What follows belongs to an exercise in optimizing a design on an open flow for small area; a production flow would make more cautious choices. In this exercise RTL edits were held to simulation tests only and were not proved equivalent to the original. No activity file was given, so power comes from the tool's default toggle rates.

==> flow/design.v <==
module fsk_tx (
    input  wire        clk,
    input  wire        rst,
    input  wire        bus_en,
    input  wire        bus_we,
    input  wire [3:0]  bus_addr,
    input  wire [15:0] bus_wdata,
    output reg  [15:0] bus_rdata,
    output wire        s_valid,
    input  wire        s_ready,
    output wire [15:0] s_data,
    output wire        s_bit,
    output wire        s_bitstart,
    output wire        s_last,
    output wire        irq
);
    localparam [2:0] PH_IDLE = 3'd0,
                     PH_PRE  = 3'd1,
                     PH_DATA = 3'd2,
                     PH_CRCH = 3'd3,
                     PH_CRCL = 3'd4,
                     PH_POST = 3'd5;
    localparam [3:0] A_CTRL    = 4'h0,
                     A_STATUS  = 4'h1,
                     A_INTEN   = 4'h2,
                     A_PLEN    = 4'h3,
                     A_PADDR   = 4'h4,
                     A_PDATA   = 4'h5,
                     A_CRC     = 4'h6,
                     A_SEQ     = 4'h7,
                     A_BYTEIDX = 4'h8,
                     A_PMAX    = 4'h9;
    localparam [2:0] F_START_BUSY = 3'd1,
                     F_LOCKED     = 3'd2,
                     F_LEN        = 3'd3,
                     F_ADDR       = 3'd4;
    reg [15:0] crc;
    reg [2:0]  phase;
    reg [1:0]  rep;
    reg [8:0]  byteidx;
    reg [3:0]  bitidx;
    reg [4:0]  sampidx;
    reg        done;
    reg        err;
    reg [2:0]  errcode;
    reg        ie_done;
    reg        ie_err;
    reg [15:0] plen;
    reg [15:0] paddr;
    reg [7:0]  pcache;
    reg [7:0]  curbyte;
    function [15:0] crc_update;
        input [15:0] s;
        input [7:0]  b;
        reg   [15:0] t;
        integer      i;
        begin
            t = s ^ {b, 8'h00};
            for (i = 0; i < 8; i = i + 1) begin
                if (t[15])
                    t = {t[14:0], 1'b0} ^ 16'h1021;
                else
                    t = {t[14:0], 1'b0};
            end
            crc_update = t;
        end
    endfunction
    function [15:0] rom_word;
        input       tone;
        input [3:0] k;
        begin
            case ({tone, k})
                5'h00: rom_word = 16'h0000;
                5'h01: rom_word = 16'h30FB;
                5'h02: rom_word = 16'h5A81;
                5'h03: rom_word = 16'h7640;
                5'h04: rom_word = 16'h7FFF;
                5'h05: rom_word = 16'h7640;
                5'h06: rom_word = 16'h5A81;
                5'h07: rom_word = 16'h30FB;
                5'h08: rom_word = 16'h0000;
                5'h09: rom_word = 16'hCF05;
                5'h0A: rom_word = 16'hA57E;
                5'h0B: rom_word = 16'h89BF;
                5'h0C: rom_word = 16'h8000;
                5'h0D: rom_word = 16'h89BF;
                5'h0E: rom_word = 16'hA57E;
                5'h0F: rom_word = 16'hCF05;
                5'h10: rom_word = 16'h0000;
                5'h11: rom_word = 16'h5A81;
                5'h12: rom_word = 16'h7FFF;
                5'h13: rom_word = 16'h5A81;
                5'h14: rom_word = 16'h0000;
                5'h15: rom_word = 16'hA57E;
                5'h16: rom_word = 16'h8000;
                5'h17: rom_word = 16'hA57E;
                5'h18: rom_word = 16'h0000;
                5'h19: rom_word = 16'h5A81;
                5'h1A: rom_word = 16'h7FFF;
                5'h1B: rom_word = 16'h5A81;
                5'h1C: rom_word = 16'h0000;
                5'h1D: rom_word = 16'hA57E;
                5'h1E: rom_word = 16'h8000;
                default: rom_word = 16'hA57E;
            endcase
        end
    endfunction
    wire busy    = (phase != PH_IDLE);
    wire ph_pre  = (phase == PH_PRE);
    wire ph_data = (phase == PH_DATA);
    wire ph_crch = (phase == PH_CRCH);
    wire ph_crcl = (phase == PH_CRCL);
    wire ph_post = (phase == PH_POST);
    wire in_char = ph_data | ph_crch | ph_crcl;
    wire seq_rd  = ph_pre | ph_data;           
    wire [8:0] byte_nxt = byteidx + 9'd1;
    reg  [7:0] raddr;
    wire [15:0] sel_lo = 16'd1 << raddr[3:0];
    wire [15:0] sel_hi = 16'd1 << raddr[7:4];
    wire        wen;                           
    wire [15:0] wsel_hi = sel_hi & {16{wen}};
    wire [7:0]  wbyte = bus_wdata[7:0] & {8{wen}};
    wire [7:0]  rterm [0:256];
    assign rterm[0] = 8'hFF;
    genvar gi;
    generate
        for (gi = 0; gi < 256; gi = gi + 1) begin : pb
            wire       sel = sel_hi[gi / 16] & sel_lo[gi % 16];
            wire       nwe = ~(wsel_hi[gi / 16] & sel_lo[gi % 16]);
            reg  [7:0] q;
            always @(posedge clk)
                q <= (q & {8{nwe}}) | (wbyte & {8{sel}});
            assign rterm[gi + 1] = rterm[gi] & (q | {8{~sel}});
        end
    endgenerate
    wire [7:0] rbyte = rterm[256];
    reg linebit;
    always @(*) begin
        if (!busy)
            linebit = 1'b0;
        else if (!in_char)
            linebit = 1'b1;                        
        else if (bitidx == 4'd0)
            linebit = 1'b0;                        
        else if (bitidx <= 4'd8)
            linebit = curbyte[4'd8 - bitidx];      
        else
            linebit = 1'b1;                        
    end
    assign s_valid    = busy;
    assign s_bit      = linebit;
    assign s_data     = busy ? rom_word(linebit, sampidx[3:0]) : 16'h0000;
    assign s_bitstart = busy && (sampidx == 5'd0);
    assign s_last     = ph_post && (rep == 2'd2) &&
                        (bitidx == 4'd11) && (sampidx == 5'd31);
    assign irq        = (done && ie_done) || (err && ie_err);
    wire xfer      = busy && s_ready;
    wire last_samp = (sampidx == 5'd31);
    wire last_bit  = in_char ? (bitidx == 4'd9) : (bitidx == 4'd11);
    wire plen_nz   = |plen[8:0];
    wire more_data = (byte_nxt != plen[8:0]);
    wire busy_after = busy && !(xfer && s_last);
    wire wr = bus_en && bus_we;
    wire rd = bus_en && !bus_we;
    wire paddr_ok = (paddr[15:8] == 8'd0);
    always @(*) begin
        bus_rdata = 16'h0000;
        if (rd) begin
            case (bus_addr)
                A_STATUS:  bus_rdata = {9'd0, errcode, 1'b0, err, done, busy};
                A_INTEN:   bus_rdata = {13'd0, ie_err, ie_done, 1'b0};
                A_PLEN:    bus_rdata = plen;
                A_PADDR:   bus_rdata = paddr;
                A_PDATA:   bus_rdata = paddr_ok ? {8'd0, (seq_rd ? pcache : rbyte)} : 16'h0000;
                A_CRC:     bus_rdata = crc;
                A_SEQ:     bus_rdata = {rep, phase, 2'b00, bitidx, sampidx};
                A_BYTEIDX: bus_rdata = {7'd0, byteidx};
                A_PMAX:    bus_rdata = 16'd256;
                default:   bus_rdata = 16'h0000;
            endcase
        end
    end
    wire pdata_ok = wr && (bus_addr == A_PDATA) && !busy_after && paddr_ok;
    assign wen = !rst && pdata_ok;
    always @(posedge clk) begin
        if (!seq_rd)
            pcache <= rbyte;
    end
    reg [15:0] n_crc;
    reg [2:0]  n_phase;
    reg [1:0]  n_rep;
    reg [8:0]  n_byteidx;
    reg [3:0]  n_bitidx;
    reg [4:0]  n_sampidx;
    reg        n_done;
    reg        n_err;
    reg [2:0]  n_errcode;
    reg        n_ie_done;
    reg        n_ie_err;
    reg [15:0] n_plen;
    reg [15:0] n_paddr;
    reg [7:0]  n_curbyte;
    always_comb begin
        n_crc      = crc;
        n_phase    = phase;
        n_rep      = rep;
        n_byteidx  = byteidx;
        n_bitidx   = bitidx;
        n_sampidx  = sampidx;
        n_done     = done;
        n_err      = err;
        n_errcode  = errcode;
        n_ie_done  = ie_done;
        n_ie_err   = ie_err;
        n_plen     = plen;
        n_paddr    = paddr;
        n_curbyte  = curbyte;
        if (rst) begin
            n_crc      = 16'h0000;
            n_phase    = PH_IDLE;
            n_rep      = 2'd0;
            n_byteidx  = 9'd0;
            n_bitidx   = 4'd0;
            n_sampidx  = 5'd0;
            n_done     = 1'b0;
            n_err      = 1'b0;
            n_errcode  = 3'd0;
            n_ie_done  = 1'b0;
            n_ie_err   = 1'b0;
            n_plen     = 16'h0000;
            n_paddr    = 16'h0000;
            n_curbyte  = 8'h00;
        end else begin
            if (xfer) begin
                if (!last_samp) begin
                    n_sampidx = sampidx + 5'd1;
                end else if (!last_bit) begin
                    n_sampidx = 5'd0;
                    n_bitidx  = bitidx + 4'd1;
                end else begin
                    n_sampidx = 5'd0;
                    n_bitidx  = 4'd0;
                    case (phase)
                        PH_PRE: begin
                            if (plen_nz) begin
                                n_phase   = PH_DATA;
                                n_curbyte = rbyte;
                                n_crc     = crc_update(crc, rbyte);
                            end else begin
                                n_phase   = PH_CRCH;
                                n_curbyte = crc[15:8];
                            end
                        end
                        PH_DATA: begin
                            n_byteidx = byte_nxt;
                            if (more_data) begin
                                n_curbyte = rbyte;
                                n_crc     = crc_update(crc, rbyte);
                            end else begin
                                n_phase   = PH_CRCH;
                                n_curbyte = crc[15:8];
                            end
                        end
                        PH_CRCH: begin
                            n_phase   = PH_CRCL;
                            n_curbyte = crc[7:0];
                        end
                        PH_CRCL: n_phase = PH_POST;
                        PH_POST: begin
                            if (rep != 2'd2) begin
                                n_rep     = rep + 2'd1;
                                n_phase   = PH_PRE;
                                n_byteidx = 9'd0;
                                n_crc     = 16'h0000;
                            end else begin
                                n_rep   = 2'd0;
                                n_phase = PH_IDLE;
                                n_done  = 1'b1;
                            end
                        end
                        default: n_phase = PH_IDLE;
                    endcase
                end
            end
            if (wr) begin
                case (bus_addr)
                    A_CTRL: begin
                        if (bus_wdata[0]) begin
                            if (busy_after) begin
                                if (!err) begin n_err = 1'b1; n_errcode = F_START_BUSY; end
                            end else if (plen > 16'd256) begin
                                if (!err) begin n_err = 1'b1; n_errcode = F_LEN; end
                            end else begin
                                n_phase   = PH_PRE;
                                n_rep     = 2'd0;
                                n_byteidx = 9'd0;
                                n_bitidx  = 4'd0;
                                n_sampidx = 5'd0;
                                n_crc     = 16'h0000;
                                n_done    = 1'b0;
                            end
                        end
                    end
                    A_STATUS: begin
                        if (bus_wdata[1]) n_done = 1'b0;
                        if (bus_wdata[2]) begin n_err = 1'b0; n_errcode = 3'd0; end
                    end
                    A_INTEN: begin
                        n_ie_done = bus_wdata[1];
                        n_ie_err  = bus_wdata[2];
                    end
                    A_PLEN: begin
                        if (busy_after) begin
                            if (!err) begin n_err = 1'b1; n_errcode = F_LOCKED; end
                        end else
                            n_plen = bus_wdata;
                    end
                    A_PADDR: begin
                        if (busy_after) begin
                            if (!err) begin n_err = 1'b1; n_errcode = F_LOCKED; end
                        end else
                            n_paddr = bus_wdata;
                    end
                    A_PDATA: begin
                        if (busy_after) begin
                            if (!err) begin n_err = 1'b1; n_errcode = F_LOCKED; end
                        end else if (!paddr_ok) begin
                            if (!err) begin n_err = 1'b1; n_errcode = F_ADDR; end
                        end else
                            n_paddr = {7'd0, {1'b0, paddr[7:0]} + 9'd1};    
                    end
                    default: ;
                endcase
            end
        end
    end
    always @(posedge clk) begin
        crc     <= n_crc;
        phase   <= n_phase;
        rep     <= n_rep;
        byteidx <= n_byteidx;
        bitidx  <= n_bitidx;
        sampidx <= n_sampidx;
        done    <= n_done;
        err     <= n_err;
        errcode <= n_errcode;
        ie_done <= n_ie_done;
        ie_err  <= n_ie_err;
        plen    <= n_plen;
        paddr   <= n_paddr;
        curbyte <= n_curbyte;
        raddr   <= (n_phase == PH_PRE)  ? 8'd0 :
                   (n_phase == PH_DATA) ? (n_byteidx[7:0] + 8'd1) :
                                          n_paddr[7:0];
    end
endmodule
==> flow/flow/run.sh <==
#!/bin/bash
# The standard layout (standard.sh) with three changes:
#  * ABC maps the logic for area (delay relaxed) instead of for speed: a local
#    copy of ORFS's scripts folder whose abc_speed.script is flow/abc_speed.script.
#    Yosys, dfflibmap and every other synthesis step are unchanged, so the
#    registers keep their names and cell types.
#  * clock tree synthesis: clkbuf_8 buffers, clusters of at most 18 sinks
#    within 60 um, no dummy loads.
#  * every input and output port is still buffered, with buf_2 cells.
# Each tool's output goes to its own log in ORFS's logs folder; make's output
# is in standard_make.log here.
set -euo pipefail
HERE=$(pwd)
rm -rf "$HERE/orfs_scripts"
cp -r "$FLOW_HOME/scripts" "$HERE/orfs_scripts"
cp "$HERE/flow/abc_speed.script" "$HERE/orfs_scripts/abc_speed.script"
export SCRIPTS_DIR="$HERE/orfs_scripts"
export CTS_ARGS="-sink_clustering_enable -repair_clock_nets -sink_clustering_size 18 -sink_clustering_max_diameter 60 -buf_list sky130_fd_sc_hd__clkbuf_8 -dont_use_dummy_load"
export BUFFER_PORTS_ARGS="-inputs -outputs -buffer_cell sky130_fd_sc_hd__buf_2"
bash standard.sh > standard_make.log 2>&1
==> flow/flow/abc_speed.script <==
&get -n
&st
&dch -f
&nf -R 1000 -C 32 -p -F 8
&put
==> flow/standard.sh <==
#!/bin/bash
# synth_recipe.tcl (not shown) runs the flow's synth.tcl, then flattens the netlist and writes it again
# the make line also repeats each setting of config.mk as NAME=value (left out here)
make -C /OpenROAD-flow-scripts/flow DESIGN_CONFIG=/design/flow/config.mk WORK_HOME=/design/flow/orfs CLKGATE_MAP_FILE= SYNTH_SCRIPT=/design/flow/synth_recipe.tcl "${@:-finish}"
==> flow/config.mk <==
export PLATFORM = sky130hd
export DESIGN_NAME = fsk_tx
export DESIGN_NICKNAME = fsk_tx
export VERILOG_FILES = /design/flow/design.v
export SDC_FILE = /design/flow/constraint.sdc
export NUM_CORES = 4
export LEC_CHECK = 0
export CAP_MARGIN = 10
export CORE_MARGIN = 2
export CORE_UTILIZATION = 70
export SLEW_MARGIN = 10
==> flow/constraint.sdc <==
create_clock -name core_clock -period 10.0 [get_ports {clk}]
set_input_delay 2.0000 -clock core_clock [delete_from_list [all_inputs] [get_ports {clk}]]
set_output_delay 2.0000 -clock core_clock [all_outputs]
set_load 0.01 [all_outputs]
==> impl_results.md, run 1 <==
* Outcome: complete, but fails checks
* Layout check failures: slew limit
* Latest clock arrival within the worst-skew pair at ~0.91 ns
* Routed wirelength normalized by instance count at between 20 and 25 um
* Cell taking the most area after synthesis: sky130_fd_sc_hd__dfxtp_1
* Clk slew on worst S/H paths at ~0.080 ns
* Count of fill cells added during filler insertion at about 8200
* Total power per unit cell area at roughly 160 mW/mm^2
* Final setup skew at slightly above 0.09 ns
* Post-layout nets at 9172
* RSZ-0062 raised after global routing: false
* Arrival @ worst endpoint at just under 7 ns
* Nets in the synthesized netlist at between 8000 and 9000
* Vert. Die Dim at roughly 330 um
* Number of standard cells in the final layout excluding fillers at between 10000 and 15000
* Number of global-route vias before repair at 63180
* Slew Limit Fails at approximately 120
* Actual transition at the worst max-transition pin at 1.713 ns
* Tightest slew margin relative to the limit at -14.21%
* Hold buffer count at cts at 0
* Total global routing track utilization at between 40% and 50%
* Worst voltage drop across the vdd grid at approximately 0.16 mV
* Synth top area share at a little under three fifths
* MaxCap Viol Count at 0
* Count of state elements after synthesis at between 2000 and 2500
* Count of flip-flops with a built-in enable after synthesis at 0
* Startpoint-to-endpoint class of the critical path: reg2out
* Startpoint types: flop
* Post-CTS Repair Setup Buffers at 0
* Post-Syn Area per Cell at approximately 8.6 um^2
* Ratio of final minimum period to clock period at 89.25%
* Via count at between 70000 and 80000
* Startpoint of the worst-slack reg-to-reg timing path: raddr[1]
* Largest net degree at the start of global routing at around 210
* Max clock buf depth at 3
* First drt pass iteration count at 9
* Final Hold Vio Count at 0
* Post-synthesis sequential area ratio at 56.80%
* Lkg Pwr at ~28 nW
* DPL Wire Length at about 150 mm
* Maximum fanout encountered on the critical timing path at 17
* Num Clock Sinks at approximately 2200
* Setup slack of the most critical reg-to-reg path at around 3.9 ns
* Cell Rows at 120
* Port Buffers at 61
* Synth cell types at 44
* Clock tree from TritonCTS: yes
* Remaining global-route overflow at 0
* Path class of the lowest-slack min-delay path: reg2reg
* Final std cell area, no fill at 0.08080 mm^2
* Critical Path Sink Type: output port
* Area enclosed by the die boundary at 0.1109 mm^2
* Layout cells sized above 1 at around 3.6%
* Number of nets with antenna violations after detailed routing at 0
* Detailed-route DRC error count at 0
* Core area at 0.1072 mm^2
* Terminus of the critical flop-to-flop path: crc[8]
* Most frequent cells after synthesis: sky130_fd_sc_hd__nand2_1, sky130_fd_sc_hd__dfxtp_1, sky130_fd_sc_hd__o21ai_0
* Die Width at about 330 um
* Global placer's final weighted congestion at around 0.97
* 1st-iter DRT viols at between 9000 and 10000
* Initial antenna violation count at 6
* Top-Level Pins at 62
* Number of CTS-inserted buffers at roughly 140
* Count of cells along the worst register-to-register path at 13
* Wire length of the first global-routing pass at about 360 mm
* Top post-synthesis cells by area: sky130_fd_sc_hd__dfxtp_1, sky130_fd_sc_hd__o21ai_0, sky130_fd_sc_hd__nand2_1
* Starting utilization of the core area at roughly 71%
* Final-report setup violation count at 0
* Worst hold start: pb[143].q[2]
* Total cell area at the placement stage at slightly below 0.08 mm^2
* Count of instances resized after the clock tree is built at 0
* Layout-stage area growth over the synthesis result at 6.630%
* Hold Path Stages at 2
* Detailed-route vias per instance at approximately 6.7
* Max Freq at around 110 MHz
* Mapped cell area at between 0.07 and 0.08 mm^2
* Clk Tree Root Cell: sky130_fd_sc_hd__clkbuf_8
* Time the final worst path needs with I/O delays and setup at between 8 and 9 ns
* Fin Setup TNS at 0 ns
* Instance count after placement with tap cells included at around 10000
* Count of H-tree levels built during CTS at 4
* Most used flip-flop cell after synthesis: sky130_fd_sc_hd__dfxtp_1
* End point of the most critical hold path: pb[143].q[2]
* WL final at 233.5 mm
* Most used standard cell by instance count after synthesis: sky130_fd_sc_hd__nand2_1
* Fin util at 75.37%
* Post-synthesis instance total at 8852
* Async SR Flop Fraction at 0%
* WP data required at around 8.0 ns
* Ys Warns at 1
report_power, final:
| group | switching [mW] | internal, mW |
|---|---|---|
| Combinational | 0.168 | 0.0674 |
| Sequential | 0.0276 | 8.60 |
| Clock | 2.59 | 1.29 |
cell usage in the layout, fill, tap and decap left out, drive strengths merged, types with 9 or more instances in the layout:
cell	count
nand2	2674
clkbuf	143
ha	14
nand4	72
nor3	23
dfxtp	2150
nor2	106
nor4	283
o22ai	1027
nand3	25
a21oi	86
a221oi	11
a22oi	37
xnor2	29
and2	23
a211oi	26
o21ai	2102
a222oi	14
buf	142
clkinv	14
xor2	24
nor2b	11
nor4bb	11
nor4b	9
final cells by class:
| type | count | area [um^2] | area share (%) |
|---|---|---|---|
| tap | 1403 | 1755 | 2.173 |
| multi-input combinational | 6682 | 32980 | 40.82 |
| antenna | 4 | 10.01 | 0.01239 |
| inverter | 14 | 52.55 | 0.06504 |
| timing repair buffer | 142 | 988.4 | 1.223 |
| clock buffer | 143 | 1968 | 2.436 |
| sequential | 2150 | 43040 | 53.27 |
registers in the layout, summed over array words and instances (netlist names):
register and count:
curbyte 8, raddr 8, pb.q 2048, rep 2
crc 16, byteidx 9, ie_err 1, paddr 16
pcache 8, errcode 3, phase 3, plen 16
sampidx 5, bitidx 4, done 1, err 1
ie_done 1
logic make-up after synthesis:
| group | count (synthesis) | synth area share [%] |
|---|---|---|
| AOI/OAI and AO/OA | 3334 | 24.19 |
| and+or+nand+nor | 3273 | 17.90 |
| buffers and inverters | 20 | 0.1288 |
| xor gates and xnor gates | 53 | 0.6126 |
| DFF | 2150 | 56.80 |
| muxes | 8 | 0.1387 |
| adders and majority gates | 14 | 0.2312 |
metrics by stage:
stage,setup WS (ns),total power [mW],hold slack [ns]
after floorplan,2.542,8.931,0.4226
after global placement,2.503,9.041,0.4334
after detailed placement,2.396,9.047,0.4420
after CTS,1.450,12.73,0.4578
after global routing,0.9866,13.05,0.4793
final,1.075,12.74,0.4542
routing by layer:
layer	GRT usage [%]	vias to the layer above	wire, um	part of all wire (%)
met1	54.21	33380	93450	40
li1	-	32750	-	-
met2	62.08	3666	102600	44
met4	20.36	4	12800	5.5
met5	0	-	54	0.023
met3	8.500	626	24610	11
worst max path at each step:
stage	cells past startpoint	startpoint	slack (ns)	to
2_1_floorplan	6	bus_addr[1]	2.54	pb[0].q[0]
3_3_place_gp	11	raddr[5]	2.50	bus_rdata[1]
3_5_place_dp	11	raddr[5]	2.40	bus_rdata[1]
4_1_cts	11	raddr[5]	1.45	bus_rdata[1]
5_1_grt	11	raddr[5]	0.99	bus_rdata[1]
6_report	12	raddr[1]	1.08	bus_rdata[3]
worst max-delay path, stage by stage, from the launching register on:
cell                      delay, ns
sky130_fd_sc_hd__dfxtp_1       0.78
sky130_fd_sc_hd__and4b_2       0.52
sky130_fd_sc_hd__buf_4         0.33
sky130_fd_sc_hd__nand2_1       0.45
sky130_fd_sc_hd__o22ai_1       0.16
sky130_fd_sc_hd__nor4_1        0.57
sky130_fd_sc_hd__nand4_1       0.44
sky130_fd_sc_hd__nor4_1        1.15
sky130_fd_sc_hd__nand2_1       0.58
sky130_fd_sc_hd__o21ai_0       0.41
sky130_fd_sc_hd__nand2_1       0.09
sky130_fd_sc_hd__a31oi_1       0.32
sky130_fd_sc_hd__buf_2         0.20
==> run 2, diff against run 1 <==
--- a/flow/design.v
+++ b/flow/design.v
@@ -114,7 +114,9 @@
     wire in_char = ph_data | ph_crch | ph_crcl;
     wire seq_rd  = ph_pre | ph_data;           
     wire [8:0] byte_nxt = byteidx + 9'd1;
-    reg  [7:0] raddr;
+    wire [7:0] raddr = ph_pre  ? 8'd0 :
+                       ph_data ? byte_nxt[7:0] :
+                                 paddr[7:0];
     wire [15:0] sel_lo = 16'd1 << raddr[3:0];
     wire [15:0] sel_hi = 16'd1 << raddr[7:4];
     wire        wen;                           
@@ -349,8 +351,5 @@
         plen    <= n_plen;
         paddr   <= n_paddr;
         curbyte <= n_curbyte;
-        raddr   <= (n_phase == PH_PRE)  ? 8'd0 :
-                   (n_phase == PH_DATA) ? (n_byteidx[7:0] + 8'd1) :
-                                          n_paddr[7:0];
     end
 endmodule
--- a/flow/config.mk
+++ b/flow/config.mk
@@ -5,7 +5,7 @@
 export SDC_FILE = /design/flow/constraint.sdc
 export NUM_CORES = 4
 export LEC_CHECK = 0
-export CAP_MARGIN = 10
+export CAP_MARGIN = 20
 export CORE_MARGIN = 2
 export CORE_UTILIZATION = 70
-export SLEW_MARGIN = 10
+export SLEW_MARGIN = 60
==> impl_results.md, run 2 <==
* Max reg flops at 2048 (unchanged)
* Clk Tree Root Cell: sky130_fd_sc_hd__clkbuf_8
* Count of instances resized after the clock tree is built at 0 (unchanged)
* Wire length of the first global-routing pass at 434.7 mm (+22%)
* Number of standard cells in the final layout excluding fillers at 10600 (+0.61%)
* Total global routing track utilization at 51.81% (+11 points)
* Relative contribution of combinational cells to total power at 1.9% (about the same)
* Cell with the biggest individual delay on the critical path: sky130_fd_sc_hd__dfxtp_1
* Nets in the synthesized netlist at 8865 (-0.29%)
* Number of CTS-inserted buffers at 145 (+1.4%)
* Crit path max-delay family: simple AND/OR/NAND/NOR gates
* Remaining global-route overflow at 0 (unchanged)
* Final std cell area, no fill at 0.08272 mm^2 (+2.4%)
* Count of state elements after synthesis at 2142 (-0.37%)
* Clk slew on worst S/H paths at 0.10 ns (+0.02 ns)
* DP Worst Slack at 2.035 ns (-0.3613 ns)
* Most used flip-flop cell after synthesis: sky130_fd_sc_hd__dfxtp_1
* Most common library cell in the layout ignoring fill and taps: sky130_fd_sc_hd__nand2_1
* Detailed-route vias per instance at 7.271 (+8.8%)
* Lkg Pwr at 28.78 nW (+2.9%)
* Global placer's final weighted congestion at 1.074 (+10%)
* Die Width at 331.9 um (-0.32%)
* Hold buffer count at cts at 0 (unchanged)
* DPL Wire Length at 203.1 mm (+35%)
* Latest clock arrival within the worst-skew pair at 0.94 ns (+0.03 ns)
* Tightest slew margin relative to the limit at 51.56% (+66 points)
* Total cell area at the placement stage at 0.08005 mm^2 (+1.6%)
* Area enclosed by the die boundary at 0.1102 mm^2 (-0.64%)
* Critical Path Sink Type: output port
* WL final at 298.4 mm (+28%)
* Outcome: complete, no violations
* Port Buffers at 61 (unchanged)
* Path class of the lowest-slack min-delay path: reg2reg
* Async SR Flop Fraction at 0% (unchanged)
* Max clock buf depth at 3 (unchanged)
* Mapped cell area at 0.07528 mm^2 (-0.65%)
* Setup slack of the critical path after layout at 0.7130 ns (-0.3621 ns)
* Number of nets with antenna violations after detailed routing at 0 (unchanged)
* Ratio of final minimum period to clock period at 92.87% (+3.6 points)
* Synth cell types at 47 (+6.8%)
* First drt pass iteration count at 14 (+5)
* Synth top area share at 56.96% (+0.16 points)
* CP max stage delay at 0.49 ns (-0.66 ns)
* Cell taking the most area after synthesis: sky130_fd_sc_hd__dfxtp_1
* Via count at 77090 (+9.5%)
* Num Clock Sinks at 2142 (-0.37%)
* Starting utilization of the core area at 70.42% (-0.26 points)
* Switching power as a share of total power at 22.37% (+0.50 points)
* Startpoint of the worst-slack reg-to-reg timing path: phase[0]
* WP data required at 8.00 ns (about the same)
* Count of H-tree levels built during CTS at 4 (unchanged)
* Layout cells sized above 1 at 7.732% (+4.1 points)
* Maximum fanout encountered on the critical timing path at 17 (unchanged)
* Slew Limit Fails at 0 (-100%)
* Post-synthesis instance total at 8827 (-0.28%)
* Routed wirelength normalized by instance count at 28.14 um (+27%)
* Largest net degree at the start of global routing at 88 (-58%)
* Count of flip-flops with a built-in enable after synthesis at 0 (unchanged)
* Final Hold Vio Count at 0 (unchanged)
* Time the final worst path needs with I/O delays and setup at 9.287 ns (+0.3621 ns)
* Startpoint-to-endpoint class of the critical path: reg2out
* Launch point of the worst path: phase[0]
* Startpoint types: flop
* Worst voltage drop across the vdd grid at 0.1532 mV (-2.8%)
* Biggest register: pb.q
* Internal power contribution at 9.911 mW (-0.47%)
* Instance count after placement with tap cells included at 10450 (+0.52%)
* Top post-synthesis cells by area: sky130_fd_sc_hd__dfxtp_1, sky130_fd_sc_hd__o21ai_0, sky130_fd_sc_hd__nand2_1
* Number of global-route vias before repair at 68330 (+8.1%)
* Top-Level Pins at 62 (unchanged)
* Part of the total power dissipated in sequential elements at 67.0% (-0.7 points)
* Clock tree from TritonCTS: yes
* Net switching power figure at 2.855 mW (+2.4%)
* Post-Syn Area per Cell at 8.528 um^2 (-0.37%)
* Final-report setup violation count at 0 (unchanged)
* Fin Setup TNS at 0 ns (unchanged)
* Most frequent cells after synthesis: sky130_fd_sc_hd__nand2_1, sky130_fd_sc_hd__dfxtp_1, sky130_fd_sc_hd__o21ai_0
* Layout-stage area growth over the synthesis result at 9.881%
* Clk pwr share at 31.1% (+0.6 points)
* Cell Rows at 120 (unchanged)
* Actual transition at the worst max-transition pin at 0.7266 ns (-0.9866 ns)
* Most used standard cell by instance count after synthesis: sky130_fd_sc_hd__nand2_1
* Post-layout nets at 9236 (+0.70%)
* Post-CTS Repair Setup Buffers at 0 (unchanged)
* Arrival @ worst endpoint at 7.29 ns (+0.37 ns)
* Series of cell instances along the critical path: nor2b_1 > and2_0 > nor2_2 > buf_4 > a21oi_1 > nor2_1 > nand2_1 > nor2_4 > buf_6 > buf_4 > nand2_1 > o22ai_1 > nor4_2 > buf_2 > nand4_1 > nor4_1 > nand2_1 > a21oi_1 > a222oi_1 > a31oi_1 > buf_2
* Max Freq at 107.7 MHz (-3.9%)
* Commonest non-fill, non-tap cells in the layout: sky130_fd_sc_hd__nand2_1, sky130_fd_sc_hd__dfxtp_1, sky130_fd_sc_hd__o21ai_0, sky130_fd_sc_hd__o22ai_1, sky130_fd_sc_hd__nor4_1
* Vert. Die Dim at 331.9 um (-0.32%)
* 1st-iter DRT viols at 14780 (+62%)
* Number of buffers and inverters on the critical path at 5 (+3)
* Initial antenna violation count at 11 (+5)
* Detailed-route DRC error count at 0 (unchanged)
* Core area at 0.1069 mm^2 (-0.28%)
* Ys Warns at 1 (unchanged)
* MaxCap Viol Count at 0 (unchanged)
* Final setup skew at 0.09902 ns (+0.006239 ns)
* Post-synthesis sequential area ratio at 56.96% (+0.16 points)
* RSZ-0062 raised after global routing: false
* Total power per unit cell area at 154.3 mW/mm^2 (-2.2%)
* Cell with the most instances on the worst path: sky130_fd_sc_hd__nand2_1
* Worst hold start: curbyte[4]
run 2: stage by stage:
step	util, %	hold WS, ns	power [mW]
CTS	76.75	0.4598	12.65
global placement	73.46	0.4329	8.955
detailed placement	74.88	0.4420	8.967
floorplan	-	0.4226	8.849
finish	77.38	0.4590	12.77
global route	77.37	0.4803	12.97
run 2: power by group through the flow:
stage	sequential [mW]	clock [mW]	combinational (mW)
final	8.55	3.97	0.244
after global routing	8.55	4.18	0.246
after CTS	8.55	3.88	0.222
after detailed placement	8.75	0	0.222
after global placement	8.74	0	0.211
after floorplan	8.74	0	0.107
run 2: kinds of logic (layout without fill, tap and decap cells):
group | count (synthesis) | in the layout | share of synthesized area [%]
AO/OA/AOI/OAI | 3320 | 3320 | 24.25
AND/OR/NAND/NOR | 3279 | 3279 | 17.78
flip-flops | 2142 | 2142 | 56.96
XOR/XNOR | 48 | 48 | 0.5584
buffers and inverters | 19 | 388 | 0.1247
adder cells (fa/ha/maj) | 13 | 13 | 0.2161
multiplexers | 6 | 6 | 0.1130
other | 0 | 3 | 0
run 2: cell type report:
type | instances | area (um^2)
inverters | 13 | 48.80
diodes | 3 | 7.507
well taps | 1403 | 1755
fillers | 7691 | 24180
flip-flops and latches | 2142 | 42880
repair buffers | 230 | 2067
clock buffers | 145 | 1996
multi-input cells | 6666 | 33960
run 2: tightest hold or removal path: stages (launching register included):
cell	delay, ns
sky130_fd_sc_hd__dfxtp_1	0.32
sky130_fd_sc_hd__nand2_1	0.05
sky130_fd_sc_hd__a21oi_1	0.05
run 2: path summary, 6_finish.rpt:
kind,depth (start not counted),endpoint,slack [ns]
min reg2reg,2,curbyte[4],0.46
max,21,bus_rdata[2],0.71
min,2,curbyte[4],0.46
max reg2reg,19,crc[8],3.38
run 2: metal layers:
layer  share of wire (%)  global-route usage [%]  vias to the layer above  wire length (um)
li1                    -                       -                    32800                 -
met1                  35                   67.26                    35910            103900
met2                  40                   72.90                     6834            119800
met3                  17                   17.80                     1534             49690
met4                 8.4                   35.08                       14             24970
met5               0.029                       0                        -                88

## what the ideal ports hide
In the flow no input, the clock included, has a driving cell. The finished layouts below were timed again as built, in two steps.
Step 1 assumes that a clkbuf_16 drives the clock port and a buf_2 every other input.
Step 2 moves the port delays by t, midway between the first and last clock arrival at a register: inputs arrive t later, outputs are due t later. That takes back most of the time a late clock gives input paths.
Three values: ideal ports, drivers, drivers and shift; two values: the first two.
| run | t, ns | setup WS [ns] | worst register clock-pin slew, ns | worst data-port slew with drivers (ns) | cell pins on the clock port's net |
|---|---|---|---|---|---|
| run 1 | 0.945 | 1.075 / 0.992 / 1.937 | 0.11 / 0.11 | 0.04 | 1 |
| run 2 | 0.963 | 0.713 / 0.637 / 1.600 | 0.12 / 0.12 | 0.04 | 1 |
